What follows belongs to an exercise in optimizing a design on an open flow for small area, a short achievable clock period and few clock cycles; a production flow would make more cautious choices.
RTL that was checked went through simulation tests only; none was proved equivalent to the original.
No activity file was given, so power comes from the tool's default toggle rates.

// evsub_tga
module evsub_tga (
    input  wire        clk,
    input  wire        rst_n,       
    input  wire        tirq,        
    input  wire        sf_valid,    
    output wire        sf_ready,    
    input  wire [73:0] sf_data,     
    input  wire        sf_err,      
    output wire        ev_valid,    
    input  wire        ev_ready,    
    output wire [39:0] ev_data,     
    output wire        halted       
);
clock: 11.0 ns
lec_check: 0
cap_margin: 40
core_margin: 2
core_utilization: 60
slew_margin: 40
standard.sh (not shown) runs the stock make flow with config.mk's settings and CLKGATE_MAP_FILE= SYNTH_SCRIPT=/design/flow/synth_recipe.tcl, a recipe that flattens the netlist after the stock synthesis.
==> flow/flow/run.sh <==
#!/bin/bash
set -euo pipefail
export BUFFER_PORTS_ARGS="-buffer_cell sky130_fd_sc_hd__buf_1"
export SETUP_SLACK_MARGIN=7.2
bash standard.sh > flow_standard.log 2>&1
Testbench counts at the start, summed over its fixed seeds: cycles 9,358.
==> next run, changes <==
--- a/flow/design.v
+++ b/flow/design.v
@@ -77,15 +77,15 @@
     assign halted = halt_r;
     reg  [1:0]  active;
     reg         ptr_valid;
     reg         ptr_id;
     reg  [23:0] lc, lo;
     reg         cid, vc, vo;
     reg  [1:0]  key0, key1;         
-    reg  [4:0]  done;               
+    reg  [5:0]  done;               
     reg  [1:0]  wr;                 
     reg         outv;
     reg  [2:0]  o_kind;
     reg  [1:0]  o_key;
     reg         o_show;             
     wire [23:0] o_xy = lc & {24{o_show}};
     assign ev_valid = outv;
@@ -129,15 +129,15 @@
     wire e_b1  = B1 & ~ptr_id1 & ~act_id1 & ~(e_b0 & same);
     wire [1:0] proc = {(v0 & id0) | (v1 & id1), (v0 & ~id0) | (v1 & ~id1)};
     wire r0  = active[0] & ~proc[0];
     wire r1  = active[1] & ~proc[1];
     wire rp0 = r0 & pv2 & ~pid2;
     wire rp1 = r1 & pv2 & pid2;
     wire [5:0] f   = {r1, r0, e_b1, e_b0, e_g1, e_g0};
-    wire [5:0] rem = f & ~{1'b0, done};
+    wire [5:0] rem = f & ~done;
     wire [5:0] sel = rem & ~{rem[4:0], 1'b0} & ~{rem[3:0], 2'b0} & ~{rem[2:0], 3'b0}
                          & ~{rem[1:0], 4'b0} & ~{rem[0], 5'b0};
     wire [2:0] n_kind = (sel[0] ? {2'b00, act_id0}  : 3'd0)
                       | (sel[1] ? {2'b00, act1_id1} : 3'd0)
                       | ((sel[2] | sel[3]) ? K_KPRESS : 3'd0)
                       | (sel[4] ? (rp0 ? K_PREL : K_KREL) : 3'd0)
                       | (sel[5] ? (rp1 ? K_PREL : K_KREL) : 3'd0);
@@ -162,15 +162,15 @@
                                                          | {e_b1 & id1, e_b1 & ~id1});
     wire       pv_n  = pv2 & ~(rp0 | rp1);
     always @(posedge clk) begin
         if (!rst_n) begin
             hv        <= 1'b0;
             tv        <= 1'b0;
             outv      <= 1'b0;
-            done      <= 5'd0;
+            done      <= 6'd0;
             wr        <= 2'b00;
             active    <= 2'b00;
             ptr_valid <= 1'b0;
             ptr_id    <= 1'b0;
             vc        <= 1'b0;
             vo        <= 1'b0;
         end else begin
@@ -181,27 +181,27 @@
             else
                 tv <= take_ok & hv & ~pop;
             if (ld)
                 outv <= 1'b1;
             else if (ev_ready & ~o_rel)
                 outv <= 1'b0;
             if (pop) begin
-                done <= 5'd0;
+                done <= 6'd0;
                 wr   <= 2'b00;
                 if (hn == 2'd0) begin
                     active    <= 2'b00;
                     ptr_valid <= 1'b0;
                     ptr_id    <= 1'b0;
                 end else begin
                     active    <= act_n;
                     ptr_valid <= pv_n;
                     ptr_id    <= pid2;
                 end
             end else if (ld) begin
-                done <= done | {|sel[5:4], |sel[5:3], |sel[5:2], |sel[5:1], |sel[5:0]};
+                done <= done | {|sel[5:5], |sel[5:4], |sel[5:3], |sel[5:2], |sel[5:1], |sel[5:0]};
                 wr   <= wr | wnow | know;
             end
             if (pop & (hn == 2'd0)) begin
                 vc <= 1'b0;
                 vo <= 1'b0;
             end else if (ld & wany) begin
                 vc  <= 1'b1;
After rerunning: Area after synthesis increases by 1.1%; clock power decreases by about 2%; core utilization decreases by 0.95 points; total power decreases by 0.80%; synthesized cell count decreases by 5.9%; final area increases by 1.2%; worst setup slack barely changes; via count decreases by 1.7%; sequential share of layout area decreases by 0.43 points.
Testbench counts after the change, summed over its fixed seeds: cycles 9,358.

========
The RTL this note starts from:
==> flow/design.v <==
module evsub_tga (
    input  wire        clk,
    input  wire        rst_n,       
    input  wire        tirq,        
    input  wire        sf_valid,    
    output wire        sf_ready,    
    input  wire [73:0] sf_data,     
    input  wire        sf_err,      
    output wire        ev_valid,    
    input  wire        ev_ready,    
    output wire [39:0] ev_data,     
    output wire        halted       
);
    localparam [2:0] K_PPRESS = 3'd0;
    localparam [2:0] K_PMOVE  = 3'd1;
    localparam [2:0] K_PREL   = 3'd2;
    localparam [2:0] K_PEXIT  = 3'd3;
    localparam [2:0] K_KPRESS = 3'd4;
    localparam [2:0] K_KREL   = 3'd5;
    function [1:0] keyzone;
        input [15:0] x;
        begin
            if (x < 16'd107)      keyzone = 2'd0;
            else if (x < 16'd214) keyzone = 2'd1;
            else if (x < 16'd320) keyzone = 2'd2;
            else                  keyzone = 2'd3;
        end
    endfunction
    reg tirq_q;
    reg tirq_pend;
    reg in_sess;
    reg halt_r;
    wire tirq_fall = tirq_q & ~tirq;
    wire start     = ~in_sess & ~halt_r & (tirq_pend | tirq_fall);
    reg        hv, tv;
    reg [1:0]  hn, tn;              
    reg [32:0] hp0, hp1, tp0, tp1;  
    assign sf_ready = in_sess & ~tv;
    wire take     = sf_valid & sf_ready;
    wire take_ok  = take & ~sf_err;
    wire [1:0]  in_n  = sf_data[73:72];
    wire [32:0] in_p0 = sf_data[68:36];
    wire [32:0] in_p1 = sf_data[32:0];
    always @(posedge clk) begin
        tirq_q <= tirq;
        if (!rst_n) begin
            tirq_pend <= 1'b0;
            in_sess   <= 1'b0;
            halt_r    <= 1'b0;
        end else begin
            tirq_pend <= start ? (tirq_pend & tirq_fall) : (tirq_pend | tirq_fall);
            if (take) begin
                if (sf_err) begin
                    halt_r  <= 1'b1;
                    in_sess <= 1'b0;
                end else if (in_n == 2'd0) begin
                    in_sess <= 1'b0;
                end
            end else if (start) begin
                in_sess <= 1'b1;
            end
        end
    end
    assign halted = halt_r;
    reg  [1:0]  active;
    reg         ptr_valid;
    reg         ptr_id;
    reg  [31:0] last0, last1;       
    reg  [1:0]  lv;                 
    reg  [5:0]  done;               
    reg  [1:0]  wr;                 
    reg         outv;
    reg  [2:0]  o_kind;
    reg  [1:0]  o_key;
    reg         o_show;
    reg         o_id;
    wire [31:0] o_xy = o_id ? last1 : last0;
    assign ev_valid = outv;
    assign ev_data  = {2'b00, o_kind, o_key, 1'b0, o_xy & {32{o_show}}};
    wire        v0  = hn[1] | hn[0];
    wire        v1  = hn[1];
    wire        id0 = hp0[32];
    wire        id1 = hp1[32];
    wire [31:0] xy0 = hp0[31:0];
    wire [31:0] xy1 = hp1[31:0];
    wire gy0 = (hp0[15:8] == 8'd0) & (hp0[7:4] != 4'hF);    
    wire gy1 = (hp1[15:8] == 8'd0) & (hp1[7:4] != 4'hF);
    wire [1:0] kz0 = keyzone(hp0[31:16]);
    wire [1:0] kz1 = keyzone(hp1[31:16]);
    wire [1:0] kzl0 = keyzone(last0[31:16]);
    wire [1:0] kzl1 = keyzone(last1[31:16]);
    wire eqA0 = lv[0] & (xy0 == last0);
    wire eqA1 = lv[1] & (xy0 == last1);
    wire eqB0 = lv[0] & (xy1 == last0);
    wire eqB1 = lv[1] & (xy1 == last1);
    wire eqL0 = id0 ? eqA1 : eqA0;      
    wire eqL1 = id1 ? eqB1 : eqB0;      
    wire same = (id0 == id1);
    wire G0 = v0 & gy0;
    wire G1 = v1 & gy1;
    wire B0 = v0 & ~gy0 & (kz0 != 2'd3);
    wire B1 = v1 & ~gy1 & (kz1 != 2'd3);
    wire act_id0 = id0 ? active[1] : active[0];
    wire act_id1 = id1 ? active[1] : active[0];
    wire set0  = G0 & ~ptr_valid & ~act_id0;
    wire pv1   = ptr_valid | set0;
    wire pid1  = set0 ? id0 : ptr_id;
    wire c_g0  = G0 & pv1 & (pid1 == id0);
    wire e_g0  = c_g0 & ~eqL0;
    wire set1  = G1 & ~pv1 & ~act_id1;
    wire pv2   = pv1 | set1;
    wire pid2  = set1 ? id1 : pid1;
    wire c_g1  = G1 & pv2 & (pid2 == id1);
    wire g0m   = e_g0 & same & ~done[0];
    wire e_g1  = c_g1 & (g0m | ~eqL1);
    wire act1_id1 = act_id1 | wr[id1] | g0m;
    wire ptr_id0 = pv2 & (pid2 == id0);
    wire ptr_id1 = pv2 & (pid2 == id1);
    wire e_b0  = B0 & ~ptr_id0 & ~act_id0;
    wire e_b1  = B1 & ~ptr_id1 & ~act_id1 & ~(e_b0 & same);
    wire [1:0] proc = {(v0 & id0) | (v1 & id1), (v0 & ~id0) | (v1 & ~id1)};
    wire r0  = active[0] & ~proc[0];
    wire r1  = active[1] & ~proc[1];
    wire rp0 = r0 & pv2 & ~pid2;
    wire rp1 = r1 & pv2 & pid2;
    wire [5:0] f   = {r1, r0, e_b1, e_b0, e_g1, e_g0};
    wire [5:0] rem = f & ~done;
    wire [5:0] sel = rem & ~{rem[4:0], 1'b0} & ~{rem[3:0], 2'b0} & ~{rem[2:0], 3'b0}
                         & ~{rem[1:0], 4'b0} & ~{rem[0], 5'b0};
    wire [2:0] n_kind = (sel[0] ? {2'b00, act_id0}  : 3'd0)
                      | (sel[1] ? {2'b00, act1_id1} : 3'd0)
                      | ((sel[2] | sel[3]) ? K_KPRESS : 3'd0)
                      | (sel[4] ? (rp0 ? K_PREL : K_KREL) : 3'd0)
                      | (sel[5] ? (rp1 ? K_PREL : K_KREL) : 3'd0);
    wire [1:0] n_key  = (sel[2] ? kz0 : 2'd0)
                      | (sel[3] ? kz1 : 2'd0)
                      | ((sel[4] & ~rp0) ? kzl0 : 2'd0)
                      | ((sel[5] & ~rp1) ? kzl1 : 2'd0);
    wire n_show = sel[0] | sel[1] | (sel[4] & rp0) | (sel[5] & rp1);
    wire none   = (rem == 6'd0);
    wire lastev = ((rem & ~sel) == 6'd0);
    wire o_rel  = o_show & (o_kind == K_PREL);
    wire load   = ~outv | (ev_ready & ~o_rel);
    wire pop    = hv & (none | (load & lastev));
    wire ld     = hv & ~none & load;
    wire wp0  = sel[0] | sel[2];            
    wire wp1  = sel[1] | sel[3];            
    wire wid  = wp1 ? id1 : id0;
    wire wany = wp0 | wp1;
    wire [1:0] wnow = {wany & wid, wany & ~wid};
    wire [1:0] act_n = proc & (active | wr | wnow | {e_b0 & id0, e_b0 & ~id0}
                                                  | {e_b1 & id1, e_b1 & ~id1});
    wire       pv_n  = pv2 & ~(rp0 | rp1);
    always @(posedge clk) begin
        if (!rst_n) begin
            hv        <= 1'b0;
            tv        <= 1'b0;
            outv      <= 1'b0;
            done      <= 6'd0;
            wr        <= 2'b00;
            active    <= 2'b00;
            ptr_valid <= 1'b0;
            ptr_id    <= 1'b0;
            lv        <= 2'b00;
        end else begin
            if (~hv | pop) begin
                hv <= tv | take_ok;
                if (tv) begin
                    hn <= tn; hp0 <= tp0; hp1 <= tp1;
                end else begin
                    hn <= in_n; hp0 <= in_p0; hp1 <= in_p1;
                end
            end
            if (tv)
                tv <= ~(~hv | pop);
            else
                tv <= take_ok & hv & ~pop;
            if (take) begin
                tn <= in_n; tp0 <= in_p0; tp1 <= in_p1;
            end
            if (ld) begin
                outv   <= 1'b1;
                o_kind <= n_kind;
                o_key  <= n_key;
                o_show <= n_show;
                if (sel[0] | sel[1]) o_id <= wid;
            end else if (ev_ready) begin
                if (o_rel) begin
                    o_kind <= K_PEXIT;
                    o_show <= 1'b0;
                end else begin
                    outv <= 1'b0;
                end
            end
            if (pop) begin
                done <= 6'd0;
                wr   <= 2'b00;
                if (hn == 2'd0) begin
                    active    <= 2'b00;
                    ptr_valid <= 1'b0;
                    ptr_id    <= 1'b0;
                    lv        <= 2'b00;
                end else begin
                    active    <= act_n;
                    ptr_valid <= pv_n;
                    ptr_id    <= pid2;
                    lv        <= lv | wnow;
                end
            end else if (ld) begin
                done <= done | {|sel[5:5], |sel[5:4], |sel[5:3], |sel[5:2], |sel[5:1], |sel[5:0]};
                wr   <= wr | wnow;
                lv   <= lv | wnow;
            end
        end
    end
    always @(posedge clk) begin
        if (rst_n & ld & wnow[0]) last0 <= wp0 ? xy0 : xy1;
        if (rst_n & ld & wnow[1]) last1 <= wp0 ? xy0 : xy1;
    end
endmodule
==> flow/config.mk <==
export PLATFORM = sky130hd
export DESIGN_NAME = evsub_tga
export DESIGN_NICKNAME = evsub_tga
export VERILOG_FILES = /design/flow/design.v
export SDC_FILE = /design/flow/constraint.sdc
export NUM_CORES = 4
export LEC_CHECK = 0
export CAP_MARGIN = 40
export CORE_MARGIN = 2
export CORE_UTILIZATION = 60
export SLEW_MARGIN = 40
==> flow/constraint.sdc <==
create_clock -name core_clock -period 11.0 [get_ports {clk}]
set_input_delay 2.2000 -clock core_clock [delete_from_list [all_inputs] [get_ports {clk}]]
set_output_delay 2.2000 -clock core_clock [all_outputs]
set_load 0.01 [all_outputs]
==> flow/flow/run.sh <==
#!/bin/bash
set -euo pipefail
export BUFFER_PORTS_ARGS="-buffer_cell sky130_fd_sc_hd__buf_1"
export SETUP_SLACK_MARGIN=7.5
bash standard.sh > flow_standard.log 2>&1
Testbench counts at the start, summed over its fixed seeds: cycles 9,358.
Next try:
--- a/flow/design.v
+++ b/flow/design.v
@@ -33,16 +33,25 @@
     wire tirq_fall = tirq_q & ~tirq;
     wire start     = ~in_sess & ~halt_r & (tirq_pend | tirq_fall);
     reg        hv, tv;
     reg [1:0]  hn, tn;              
     reg [32:0] hp0, hp1, tp0, tp1;  
+    reg [3:0]  hc, tc;              
     assign sf_ready = in_sess & ~tv;
     wire take     = sf_valid & sf_ready;
     wire take_ok  = take & ~sf_err;
     wire [1:0]  in_n  = sf_data[73:72];
     wire [32:0] in_p0 = sf_data[68:36];
     wire [32:0] in_p1 = sf_data[32:0];
+    wire in_v0 = in_n[1] | in_n[0];
+    wire in_v1 = in_n[1];
+    wire in_g0 = (in_p0[15:8] == 8'd0) & (in_p0[7:4] != 4'hF);
+    wire in_g1 = (in_p1[15:8] == 8'd0) & (in_p1[7:4] != 4'hF);
+    wire in_k0 = (keyzone(in_p0[31:16]) != 2'd3);
+    wire in_k1 = (keyzone(in_p1[31:16]) != 2'd3);
+    wire [3:0] in_c = {in_v1 & ~in_g1 & in_k1, in_v0 & ~in_g0 & in_k0,
+                       in_v1 & in_g1, in_v0 & in_g0};
     always @(posedge clk) begin
         tirq_q <= tirq;
         if (!rst_n) begin
             tirq_pend <= 1'b0;
             in_sess   <= 1'b0;
@@ -70,23 +79,21 @@
     reg  [5:0]  done;               
     reg  [1:0]  wr;                 
     reg         outv;
     reg  [2:0]  o_kind;
     reg  [1:0]  o_key;
-    reg         o_show;
-    reg         o_id;
-    wire [31:0] o_xy = o_id ? last1 : last0;
+    reg         o_id;               
+    reg         o_s0, o_s1;         
+    wire [31:0] o_xy = (last0 & {32{o_s0}}) | (last1 & {32{o_s1}});
     assign ev_valid = outv;
-    assign ev_data  = {2'b00, o_kind, o_key, 1'b0, o_xy & {32{o_show}}};
+    assign ev_data  = {2'b00, o_kind, o_key, 1'b0, o_xy};
     wire        v0  = hn[1] | hn[0];
     wire        v1  = hn[1];
     wire        id0 = hp0[32];
     wire        id1 = hp1[32];
     wire [31:0] xy0 = hp0[31:0];
     wire [31:0] xy1 = hp1[31:0];
-    wire gy0 = (hp0[15:8] == 8'd0) & (hp0[7:4] != 4'hF);    
-    wire gy1 = (hp1[15:8] == 8'd0) & (hp1[7:4] != 4'hF);
     wire [1:0] kz0 = keyzone(hp0[31:16]);
     wire [1:0] kz1 = keyzone(hp1[31:16]);
     wire [1:0] kzl0 = keyzone(last0[31:16]);
     wire [1:0] kzl1 = keyzone(last1[31:16]);
     wire eqA0 = lv[0] & (xy0 == last0);
@@ -94,14 +101,14 @@
     wire eqB0 = lv[0] & (xy1 == last0);
     wire eqB1 = lv[1] & (xy1 == last1);
     wire eqL0 = id0 ? eqA1 : eqA0;      
     wire eqL1 = id1 ? eqB1 : eqB0;      
     wire same = (id0 == id1);
-    wire G0 = v0 & gy0;
-    wire G1 = v1 & gy1;
-    wire B0 = v0 & ~gy0 & (kz0 != 2'd3);
-    wire B1 = v1 & ~gy1 & (kz1 != 2'd3);
+    wire G0 = hc[0];
+    wire G1 = hc[1];
+    wire B0 = hc[2];
+    wire B1 = hc[3];
     wire act_id0 = id0 ? active[1] : active[0];
     wire act_id1 = id1 ? active[1] : active[0];
     wire set0  = G0 & ~ptr_valid & ~act_id0;
     wire pv1   = ptr_valid | set0;
     wire pid1  = set0 ? id0 : ptr_id;
@@ -137,19 +144,21 @@
                       | ((sel[4] & ~rp0) ? kzl0 : 2'd0)
                       | ((sel[5] & ~rp1) ? kzl1 : 2'd0);
     wire n_show = sel[0] | sel[1] | (sel[4] & rp0) | (sel[5] & rp1);
     wire none   = (rem == 6'd0);
     wire lastev = ((rem & ~sel) == 6'd0);
-    wire o_rel  = o_show & (o_kind == K_PREL);
+    wire o_rel  = (o_s0 | o_s1) & (o_kind == K_PREL);
     wire load   = ~outv | (ev_ready & ~o_rel);
-    wire pop    = hv & (none | (load & lastev));
+    wire fin    = hv & ~none & lastev;      
+    wire pop    = (hv & none) | (fin & ~outv) | (fin & ev_ready & ~o_rel);
     wire ld     = hv & ~none & load;
     wire wp0  = sel[0] | sel[2];            
     wire wp1  = sel[1] | sel[3];            
     wire wid  = wp1 ? id1 : id0;
     wire wany = wp0 | wp1;
     wire [1:0] wnow = {wany & wid, wany & ~wid};
+    wire n_id = (sel[0] | sel[1]) ? wid : o_id;
     wire [1:0] act_n = proc & (active | wr | wnow | {e_b0 & id0, e_b0 & ~id0}
                                                   | {e_b1 & id1, e_b1 & ~id1});
     wire       pv_n  = pv2 & ~(rp0 | rp1);
     always @(posedge clk) begin
         if (!rst_n) begin
@@ -164,32 +173,34 @@
             lv        <= 2'b00;
         end else begin
             if (~hv | pop) begin
                 hv <= tv | take_ok;
                 if (tv) begin
-                    hn <= tn; hp0 <= tp0; hp1 <= tp1;
+                    hn <= tn; hp0 <= tp0; hp1 <= tp1; hc <= tc;
                 end else begin
-                    hn <= in_n; hp0 <= in_p0; hp1 <= in_p1;
+                    hn <= in_n; hp0 <= in_p0; hp1 <= in_p1; hc <= in_c;
                 end
             end
             if (tv)
                 tv <= ~(~hv | pop);
             else
                 tv <= take_ok & hv & ~pop;
             if (take) begin
-                tn <= in_n; tp0 <= in_p0; tp1 <= in_p1;
+                tn <= in_n; tp0 <= in_p0; tp1 <= in_p1; tc <= in_c;
             end
             if (ld) begin
                 outv   <= 1'b1;
                 o_kind <= n_kind;
                 o_key  <= n_key;
-                o_show <= n_show;
-                if (sel[0] | sel[1]) o_id <= wid;
+                o_s0   <= n_show & ~n_id;
+                o_s1   <= n_show &  n_id;
+                o_id   <= n_id;
             end else if (ev_ready) begin
                 if (o_rel) begin
                     o_kind <= K_PEXIT;
-                    o_show <= 1'b0;
+                    o_s0   <= 1'b0;
+                    o_s1   <= 1'b0;
                 end else begin
                     outv <= 1'b0;
                 end
             end
             if (pop) begin
Result:
- clock-buffer cell count fell by 1
- hold slack gets better by 0.0052 ns
- power rises by a few percent
- cell count decreases by a few percent
- fmax came out higher by a few percent
- worst setup slack gets better by 0.11 ns
- critical path depth falls by 2
- clock power climbs by a few percent
- clock skew is about the same
- synthesized area drops by a few percent
- non-clock buffer count went up by 21
- wire length is lower by a little under a tenth
- global-route usage is lower by 2.2 points
- cell area shrinks slightly
Function not checked in the second run of this note: the RTL went through the layout flow alone.

port drivers added, routing unchanged:
In the flow no input, the clock included, has a driving cell. The finished layouts below were timed again as built, in two steps. Step 1, drivers: a clkbuf_16 drives clk and a buf_2 each remaining input, both assumed. Step 2, shift: input delay + t, output delay - t, t = (earliest + latest rising clock arrival at the registers) / 2. This alone moves slack from input paths to output paths. Three values: ideal, step 1, step 2; two values: the first two.
| run | t, ns | setup WS [ns] | hold WS [ns] |
|---|---|---|---|
| the first run of note 1 | 0.476 | 7.333 / 7.333 / 6.920 | 0.467 / 0.467 / 0.467 |
| the second run of note 1 | 0.483 | 7.335 / 7.296 / 6.937 | 0.501 / 0.501 / 0.501 |
| the first run of note 2 | 0.566 | 7.089 / 7.044 / 6.874 | 0.478 / 0.478 / 0.478 |
| the second run of note 2 | 0.575 | 7.198 / 7.151 / 7.066 | 0.483 / 0.483 / 0.483 |
After both steps every run listed still meets setup and hold. The setup slack of the first run of note 1, which loses most, moves by 0.000 ns with the drivers and by -0.413 ns with both steps.
